Background: an optimization exercise with open tools, aiming at small area. Do not read the settings as production practice.
The RTL was checked by simulation tests, not by an equivalence proof against the original design.
The clock port is modelled as an ideal driver; clocking choices that lean on that would not hold on a real chip.
Power figures rest on the tool's default switching activity, not on a simulated workload.

// kmb
module kmb (
    input  wire        clk,
    input  wire        rst,         
    input  wire [12:0] key_in,
    input  wire        btn_in,
    input  wire        tick_ms,
    input  wire        tx_ready,
    output wire        tx_valid,
    output wire [7:0]  tx_data,
    output wire        tx_last,
    output wire        led,
    output wire        overlay,
    output reg         res_valid,
    output reg  [2:0]  res_kind,
    output reg  [3:0]  res_line,
    output reg  [1:0]  res_slot
);
    localparam [4:0] S_IDLE  = 5'd0;
    localparam [4:0] S_SCAN  = 5'd1;
    localparam [4:0] S_TXN0  = 5'd2;    
    localparam [4:0] S_TXN1  = 5'd3;    
    localparam [4:0] S_TXN2  = 5'd4;    
    localparam [4:0] S_WSET  = 5'd5;    
    localparam [4:0] S_FLASH = 5'd16;
    localparam [4:0] S_WON   = 5'd17;   
    localparam [4:0] S_FGAP  = 5'd18;
    localparam [4:0] S_WOFF  = 5'd19;   
    localparam [4:0] S_TOP   = 5'd20;
    localparam [4:0] S_CH    = 5'd21;
    localparam [4:0] S_TXC0  = 5'd22;   
    localparam [4:0] S_TXC1  = 5'd23;   
    localparam [4:0] S_CHW   = 5'd24;
    localparam [4:0] S_WCH   = 5'd25;   
    localparam [4:0] S_OCTDN = 5'd26;
    localparam [4:0] S_WDN   = 5'd27;   
    localparam [4:0] S_OCTUP = 5'd28;
    localparam [4:0] S_WUP   = 5'd29;   
    localparam [2:0] K_CLAIM    = 3'd0;
    localparam [2:0] K_FREE     = 3'd2;
    localparam [2:0] K_OVERFLOW = 3'd3;
    localparam [2:0] K_SPURIOUS = 3'd4;
    reg [4:0]  st;
    reg [12:0] cur;        
    reg [12:0] ack;        
    reg [3:0]  octave;
    reg [1:0]  preset;
    reg [3:0]  slot_k0, slot_k1, slot_k2, slot_k3;    
    reg [8:0]  cnt;        
    reg [2:0]  aux;        
    wire [12:0] pend = ack ^ cur;
    reg [3:0] line;
    integer i;
    always @(*) begin
        line = 4'd0;
        for (i = 12; i >= 0; i = i - 1)
            if (pend[i]) line = i[3:0];
    end
    wire any_pend = |pend;
    wire pressed  = cur[line];
    wire [3:0] hit;
    assign hit[0] = (slot_k0 == line);
    assign hit[1] = (slot_k1 == line);
  ...
clock: 10.0 ns
lec_check: 0
cap_margin: 20
core_margin: 2
core_utilization: 40
slew_margin: 20
standard.sh (not shown) runs the stock make flow with config.mk's settings and CLKGATE_MAP_FILE= SYNTH_SCRIPT=/design/flow/synth_recipe.tcl, a recipe that flattens the netlist after the stock synthesis.
==> flow/flow/run.sh <==
#!/bin/bash
# Own layout flow: the standard ORFS flow (standard.sh) with
#  - synthesis as standard (same script, same register mapping) except for
#    the combinational mapping: no full-adder extraction, and an ABC script
#    built on &deepsyn; it runs with four random seeds and keeps the netlist
#    with the smallest cell area,
#  - minimum-size port buffers,
#  - no timing-driven global placement,
#  - a two-level clock tree built by flow/cts_tree.tcl.
# Each tool's output goes to the logs ORFS writes under orfs/ and syn*/;
# this script's own output goes to run_*.log in the work folder.
set -euo pipefail
W=$PWD
F=$W/flow
sed "s#^source \$::env(SCRIPTS_DIR)/synth_preamble.tcl#&\nset abc_args [list -script \$::env(MY_ABC_SCRIPT) {*}\$lib_args {*}\$lib_dont_use_args -constr \$::env(OBJECTS_DIR)/abc.constr]#" \
    "$FLOW_HOME/scripts/synth.tcl" > "$W/synth_mod.tcl"
sed "s#\$::env(SCRIPTS_DIR)/synth.tcl#$W/synth_mod.tcl#" "$W/synth_recipe.tcl" > "$W/my_synth.tcl"

ARGS=(SYNTH_SCRIPT="$W/my_synth.tcl" ADDER_MAP_FILE= ABC_AREA=1 GPL_TIMING_DRIVEN=0
      BUFFER_PORTS_ARGS="-buffer_cell sky130_fd_sc_hd__buf_1"
      CTS_ARGS="-clk_nets clk -repair_clock_nets -dont_use_dummy_load"
      PRE_CTS_TCL="$F/cts_tree.tcl")

# synthesis with several ABC seeds, in parallel
SEEDS="0 1 2 3"
for s in $SEEDS; do
  sed "s/@SEED@/$s/" "$F/area.abc" > "$W/area_$s.abc"
  bash "$W/standard.sh" "${ARGS[@]}" WORK_HOME="$W/syn$s" MY_ABC_SCRIPT="$W/area_$s.abc" synth \
      > "$W/run_synth_$s.log" 2>&1 &
done
wait
best=""
best_area=""
for s in $SEEDS; do
  rpt="$W/syn$s/reports/sky130hd/kmb/base/synth_stat.txt"
  [[ -f "$rpt" ]] || continue
  a=$(awk '/Chip area/ {print $NF}' "$rpt")
  echo "seed $s: area $a" >> "$W/run_select.log"
  if [[ -z "$best" ]] || awk -v a="$a" -v b="$best_area" 'BEGIN {exit !(a < b)}'; then
    best=$s
    best_area=$a
  fi
done
echo "selected seed $best ($best_area)" >> "$W/run_select.log"
rm -rf "$W/orfs"
cp -a "$W/syn$best" "$W/orfs"
bash "$W/standard.sh" "${ARGS[@]}" MY_ABC_SCRIPT="$W/area_$best.abc" finish > "$W/run_flow.log" 2>&1
Other scripts of this flow, unchanged in this note and not shown: flow/flow/area.abc, flow/flow/cts_tree.tcl
Rerun with:
--- a/flow/design.v
+++ b/flow/design.v
@@ -88,37 +88,33 @@
             S_TXC0: byte_o = {6'b101100, aux[1:0]};
             S_TXC1: begin byte_o = {6'd0, preset}; last_o = 1'b1; end
             default: ;
         endcase
     end
     assign tx_valid = (st == S_TXN0) || (st == S_TXN1) || (st == S_TXN2) ||
                       (st == S_TXC0) || (st == S_TXC1);
     assign tx_data  = byte_o;
     assign tx_last  = last_o;
     assign led      = (st == S_WON) || (st == S_FGAP);
     assign overlay  = st[4];
-    wire       slot_wr = (st == S_SCAN) && any_pend && arb_ok;
-    wire [3:0] slot_d  = (rst || !pressed) ? 4'hF : line;
-    always @(posedge clk) begin
-        if (rst || (slot_wr && arb_slot == 2'd0)) slot_k0 <= slot_d;
-        if (rst || (slot_wr && arb_slot == 2'd1)) slot_k1 <= slot_d;
-        if (rst || (slot_wr && arb_slot == 2'd2)) slot_k2 <= slot_d;
-        if (rst || (slot_wr && arb_slot == 2'd3)) slot_k3 <= slot_d;
-    end
     always @(posedge clk) begin
         cnt <= in_wait ? cnt + {8'd0, tick_ms} : 9'd0;
         if (rst) begin
             st        <= S_IDLE;
             ack       <= 13'd0;
             octave    <= 4'd5;
             preset    <= 2'd0;
+            slot_k0   <= 4'hF;
+            slot_k1   <= 4'hF;
+            slot_k2   <= 4'hF;
+            slot_k3   <= 4'hF;
             res_valid <= 1'b0;
             res_kind  <= 3'd0;
             res_line  <= 4'd0;
             res_slot  <= 2'd0;
         end else begin
             res_valid <= 1'b0;
             case (st)
                 S_IDLE: begin
                     if (btn_in) begin
                         aux <= 3'd0;
                         st  <= S_FLASH;
@@ -128,23 +124,31 @@
                     end
                 end
                 S_SCAN: begin
                     if (!any_pend) begin
                         st <= S_IDLE;
                     end else begin
                         ack[line] <= pressed;
                         res_valid <= 1'b1;
                         res_kind  <= arb_kind;
                         res_line  <= line;
                         res_slot  <= arb_slot;
-                        if (arb_ok) st <= S_TXN0;
+                        if (arb_ok) begin
+                            case (arb_slot)
+                                2'd0: slot_k0 <= pressed ? line : 4'hF;
+                                2'd1: slot_k1 <= pressed ? line : 4'hF;
+                                2'd2: slot_k2 <= pressed ? line : 4'hF;
+                                default: slot_k3 <= pressed ? line : 4'hF;
+                            endcase
+                            st <= S_TXN0;
+                        end
                     end
                 end
                 S_TXN0: if (tx_ready) st <= S_TXN1;
                 S_TXN1: if (tx_ready) st <= S_TXN2;
                 S_TXN2: if (tx_ready) st <= S_SCAN;
                 S_WSET: if (done_50) st <= S_IDLE;
                 S_FLASH: begin
                     if (aux[1:0] == preset) st <= S_TOP;
                     else                    st <= S_WON;
                 end
                 S_WON:  if (done_150) st <= S_FGAP;
=>
- first-iteration DRC count came out lower by well over a third
- clock power hardly moves
- register-to-register slack degrades by 0.83 ns
- total power went down by roughly a tenth
- critical path depth is higher by 9
- flip-flop and latch count is unchanged
- combinational power falls by about a fifth


Another version of the RTL of kmb (not shown whole).
Size: about 430 cells after synthesis, about 75 flip-flops, ~40 I/O pins, ~0.0038 mm2 of cells after synthesis.
==> module kmb, before the edit <==
module kmb (
    input  wire        clk,
    input  wire        rst,         
    input  wire [12:0] key_in,
    input  wire        btn_in,
    input  wire        tick_ms,
    input  wire        tx_ready,
    output wire        tx_valid,
    output wire [7:0]  tx_data,
    output wire        tx_last,
    output wire        led,
    output wire        overlay,
    output reg         res_valid,
    output reg  [2:0]  res_kind,
    output reg  [3:0]  res_line,
    output reg  [1:0]  res_slot
);
    localparam [4:0] S_IDLE  = 5'd0;
    localparam [4:0] S_SCAN  = 5'd1;
    localparam [4:0] S_TXN0  = 5'd2;    
    localparam [4:0] S_TXN1  = 5'd3;    
    localparam [4:0] S_TXN2  = 5'd4;    
    localparam [4:0] S_WSET  = 5'd5;    
    localparam [4:0] S_FLASH = 5'd16;
    localparam [4:0] S_WON   = 5'd17;   
    localparam [4:0] S_FGAP  = 5'd18;
    localparam [4:0] S_WOFF  = 5'd19;   
    localparam [4:0] S_TOP   = 5'd20;
    localparam [4:0] S_CH    = 5'd21;
    localparam [4:0] S_TXC0  = 5'd22;   
    localparam [4:0] S_TXC1  = 5'd23;   
    localparam [4:0] S_CHW   = 5'd24;
    localparam [4:0] S_WCH   = 5'd25;   
    localparam [4:0] S_OCTDN = 5'd26;
    localparam [4:0] S_WDN   = 5'd27;   
    localparam [4:0] S_OCTUP = 5'd28;
    localparam [4:0] S_WUP   = 5'd29;   
    localparam [2:0] K_CLAIM    = 3'd0;
    localparam [2:0] K_FREE     = 3'd2;
    localparam [2:0] K_OVERFLOW = 3'd3;
    localparam [2:0] K_SPURIOUS = 3'd4;
    reg [4:0]  st;
    reg [12:0] cur;        
    reg [12:0] ack;        
    reg [3:0]  octave;
    reg [1:0]  preset;
    reg [3:0]  slot_k0, slot_k1, slot_k2, slot_k3;    
    reg [8:0]  cnt;        
    reg [2:0]  aux;        
    wire [12:0] pend = ack ^ cur;
    reg [3:0] line;
    integer i;
    always @(*) begin
        line = 4'd0;
        for (i = 12; i >= 0; i = i - 1)
            if (pend[i]) line = i[3:0];
    end
    wire any_pend = |pend;
    wire pressed  = cur[line];
    wire [3:0] hit;
    assign hit[0] = (slot_k0 == line);
    assign hit[1] = (slot_k1 == line);
    assign hit[2] = (slot_k2 == line);
    assign hit[3] = (slot_k3 == line);
    wire [3:0] free = {&slot_k3, &slot_k2, &slot_k1, &slot_k0};
    wire [1:0] hit_slot  = hit[0]  ? 2'd0 : hit[1]  ? 2'd1 : hit[2]  ? 2'd2 : 2'd3;
    wire [1:0] free_slot = free[0] ? 2'd0 : free[1] ? 2'd1 : free[2] ? 2'd2 : 2'd3;
    wire       arb_ok   = pressed ? (free != 4'd0) : (hit != 4'd0);
    wire [1:0] arb_slot = !arb_ok ? 2'd0 : pressed ? free_slot : hit_slot;
    wire [2:0] arb_kind = pressed ? (arb_ok ? K_CLAIM : K_OVERFLOW)
                                  : (arb_ok ? K_FREE  : K_SPURIOUS);
    wire in_wait = (st == S_WSET) || (st == S_WON) || (st == S_WOFF) ||
                   (st == S_WCH) || (st == S_WDN) || (st == S_WUP);
    wire done_150 = cnt[7] & cnt[4] & cnt[2] & cnt[1];
    wire done_100 = cnt[6] & cnt[5] & cnt[2];
    wire done_400 = cnt[8] & cnt[7] & cnt[4];
    wire done_50  = cnt[5] & cnt[4] & cnt[1];
    wire [7:0] note = {4'd0, res_line} + {4'd0, octave} * 8'd12;
    reg  [7:0] byte_o;
    reg        last_o;
    always @(*) begin
        byte_o = 8'h00;
        last_o = 1'b0;
        case (st)
            S_TXN0: byte_o = {3'b100, res_kind == K_CLAIM, 2'b00, res_slot};
            S_TXN1: byte_o = note;
            S_TXN2: begin byte_o = 8'h64; last_o = 1'b1; end
            S_TXC0: byte_o = {6'b101100, aux[1:0]};
            S_TXC1: begin byte_o = {6'd0, preset}; last_o = 1'b1; end
            default: ;
        endcase
    end
    assign tx_valid = (st == S_TXN0) || (st == S_TXN1) || (st == S_TXN2) ||
                      (st == S_TXC0) || (st == S_TXC1);
    assign tx_data  = byte_o;
    assign tx_last  = last_o;
    assign led      = (st == S_WON) || (st == S_FGAP);
    assign overlay  = st[4];
    always @(posedge clk) begin
        cnt <= in_wait ? cnt + {8'd0, tick_ms} : 9'd0;
        if (rst) begin
            st        <= S_IDLE;
            ack       <= 13'd0;
            octave    <= 4'd5;
            preset    <= 2'd0;
            slot_k0   <= 4'hF;
            slot_k1   <= 4'hF;
            slot_k2   <= 4'hF;
            slot_k3   <= 4'hF;
            res_valid <= 1'b0;
            res_kind  <= 3'd0;
            res_line  <= 4'd0;
            res_slot  <= 2'd0;
        end else begin
            res_valid <= 1'b0;
            case (st)
                S_IDLE: begin
                    cur <= key_in;
                    aux <= 3'd0;
                    if (btn_in) st <= S_FLASH;
                    else        st <= S_SCAN;
                end
                S_SCAN: begin
                    if (!any_pend) begin
                        st <= S_IDLE;
                    end else begin
                        ack[line] <= pressed;
                        res_valid <= 1'b1;
                        res_kind  <= arb_kind;
                        res_line  <= line;
                        res_slot  <= arb_slot;
                        if (arb_ok) begin
                            case (arb_slot)
                                2'd0: slot_k0 <= pressed ? line : 4'hF;
                                2'd1: slot_k1 <= pressed ? line : 4'hF;
                                2'd2: slot_k2 <= pressed ? line : 4'hF;
                                default: slot_k3 <= pressed ? line : 4'hF;
                            endcase
                            st <= S_TXN0;
                        end
                    end
                end
                S_TXN0: if (tx_ready) st <= S_TXN1;
                S_TXN1: if (tx_ready) st <= S_TXN2;
                S_TXN2: if (tx_ready) st <= S_SCAN;
                S_WSET: if (done_50) st <= S_IDLE;
                S_FLASH: begin
                    if (aux[1:0] == preset) st <= S_TOP;
                    else                    st <= S_WON;
                end
                S_WON:  if (done_150) st <= S_FGAP;
                S_FGAP: begin
                    aux <= aux + 3'd1;
                    st  <= S_WOFF;
                end
                S_WOFF: if (done_150) st <= S_FLASH;
                S_TOP: begin
                    aux <= 3'd0;
                    if (btn_in) begin
                        st  <= S_CH;
                    end else begin
                        preset <= preset + 2'd1;
                        st     <= S_WSET;
                    end
                end
                S_CH: begin
                    if (aux[2])                st  <= S_OCTDN;
                    else if (key_in[aux[1:0]]) st  <= S_TXC0;
                    else                       aux <= aux + 3'd1;
                end
                S_TXC0: if (tx_ready) st <= S_TXC1;
                S_TXC1: if (tx_ready) st <= S_CHW;
                S_CHW: begin
                    aux <= aux + 3'd1;
                    st  <= S_WCH;
                end
                S_WCH: if (done_100) st <= S_CH;
                S_OCTDN: begin
                    if (key_in[11]) begin
                        if (octave != 4'd0) octave <= octave - 4'd1;
                        st <= S_WDN;
                    end else begin
                        st <= S_OCTUP;
                    end
                end
                S_WDN: if (done_400) st <= S_OCTUP;
                S_OCTUP: begin
                    if (key_in[12]) begin
                        if (octave < 4'd9) octave <= octave + 4'd1;
                        st <= S_WUP;
                    end else begin
                        st <= S_TOP;
                    end
                end
                S_WUP: if (done_400) st <= S_TOP;
                default: st <= S_IDLE;
            endcase
        end
    end
endmodule
clock: 10.0 ns
lec_check: 0
cap_margin: 20
core_margin: 2
core_utilization: 40
slew_margin: 20
Scripts as last shown in full above: flow/flow/run.sh
Other scripts of this flow, unchanged in this note and not shown: flow/flow/area.abc, flow/flow/cts_tree.tcl
The starting point completed without violations.
==> next run, changes <==
--- a/flow/design.v
+++ b/flow/design.v
@@ -40,13 +40,13 @@
     localparam [2:0] K_OVERFLOW = 3'd3;
     localparam [2:0] K_SPURIOUS = 3'd4;
     reg [4:0]  st;
-    reg [12:0] cur;        
+    reg [12:0] cur;
     reg [12:0] ack;        
     reg [3:0]  octave;
     reg [1:0]  preset;
     reg [3:0]  slot_k0, slot_k1, slot_k2, slot_k3;    
-    reg [8:0]  cnt;        
-    reg [2:0]  aux;        
+    wire [8:0] cnt = cur[8:0];     
+    wire [2:0] aux = cur[11:9];    
     wire [12:0] pend = ack ^ cur;
     reg [3:0] line;
     integer i;
@@ -96,8 +96,29 @@
     assign tx_last  = last_o;
     assign led      = (st == S_WON) || (st == S_FGAP);
     assign overlay  = st[4];
+    reg [2:0] aux_next;
+    always @(*) begin
+        aux_next = aux;
+        case (st)
+            S_FGAP:  aux_next = aux + 3'd1;
+            S_TOP:   aux_next = 3'd0;
+            S_CH:    if (!aux[2] && !key_in[aux[1:0]]) aux_next = aux + 3'd1;
+            S_CHW:   aux_next = aux + 3'd1;
+            default: ;
+        endcase
+    end
     always @(posedge clk) begin
-        cnt <= in_wait ? cnt + {8'd0, tick_ms} : 9'd0;
+        case (st)
+            S_IDLE: cur <= {key_in[12], btn_in ? 3'd0 : key_in[11:9], key_in[8:0]};
+            S_SCAN, S_TXN0, S_TXN1, S_TXN2: ;
+            default: begin
+                cur[8:0]  <= in_wait ? cnt + {8'd0, tick_ms} : 9'd0;
+                cur[11:9] <= aux_next;
+                cur[12]   <= key_in[12];
+            end
+        endcase
+    end
+    always @(posedge clk) begin
         if (rst) begin
             st        <= S_IDLE;
             ack       <= 13'd0;
@@ -115,8 +136,6 @@
             res_valid <= 1'b0;
             case (st)
                 S_IDLE: begin
-                    cur <= key_in;
-                    aux <= 3'd0;
                     if (btn_in) st <= S_FLASH;
                     else        st <= S_SCAN;
                 end
@@ -149,13 +168,9 @@
                     else                    st <= S_WON;
                 end
                 S_WON:  if (done_150) st <= S_FGAP;
-                S_FGAP: begin
-                    aux <= aux + 3'd1;
-                    st  <= S_WOFF;
-                end
+                S_FGAP: st <= S_WOFF;
                 S_WOFF: if (done_150) st <= S_FLASH;
                 S_TOP: begin
-                    aux <= 3'd0;
                     if (btn_in) begin
                         st  <= S_CH;
                     end else begin
@@ -164,16 +179,12 @@
                     end
                 end
                 S_CH: begin
-                    if (aux[2])                st  <= S_OCTDN;
-                    else if (key_in[aux[1:0]]) st  <= S_TXC0;
-                    else                       aux <= aux + 3'd1;
+                    if (aux[2])                st <= S_OCTDN;
+                    else if (key_in[aux[1:0]]) st <= S_TXC0;
                 end
                 S_TXC0: if (tx_ready) st <= S_TXC1;
                 S_TXC1: if (tx_ready) st <= S_CHW;
-                S_CHW: begin
-                    aux <= aux + 3'd1;
-                    st  <= S_WCH;
-                end
+                S_CHW: st <= S_WCH;
                 S_WCH: if (done_100) st <= S_CH;
                 S_OCTDN: begin
                     if (key_in[11]) begin
What happened: Cell area came out lower by 5.8%. Global-route usage is higher by 0.71 points. Cell count increases by 0.51%. Worst hold slack gains 20 ps. Clock skew came out higher by 3.5 ps. Wire length climbs by 1.3%. Setup slack gets better by 100 ps. Clock power fell by about 8%. Die area went down by about 6%. Total power is higher by 33%. Core utilization climbs by 0.13 points.

re-timing with driven ports:
Ports are ideal in the flow. The routed layouts listed here were re-timed in OpenROAD.
Step 1 assumes that a clkbuf_16 drives the clock port and a buf_2 every other input.
Step 2 also shifts input and output timing later by t, the mid clock arrival at the registers, as if the neighbouring blocks saw the same clock.
Three values: no drivers, after step 1, after step 2; two values: the first two.
run	shift t [ns]	setup WS [ns]	worst setup path at the end	worst data-port slew with drivers (ns)
the first run of note 1	0.423	5.237 / 5.237 / 5.237	register to register	0.03
the second run of note 1	0.430	4.409 / 4.409 / 4.409	register to register	0.03
the first run of note 2	0.483	4.784 / 4.784 / 4.784	register to register	0.03
the second run of note 2	0.479	4.884 / 4.884 / 4.884	register to register	0.03
After both steps every run listed still meets setup and hold.
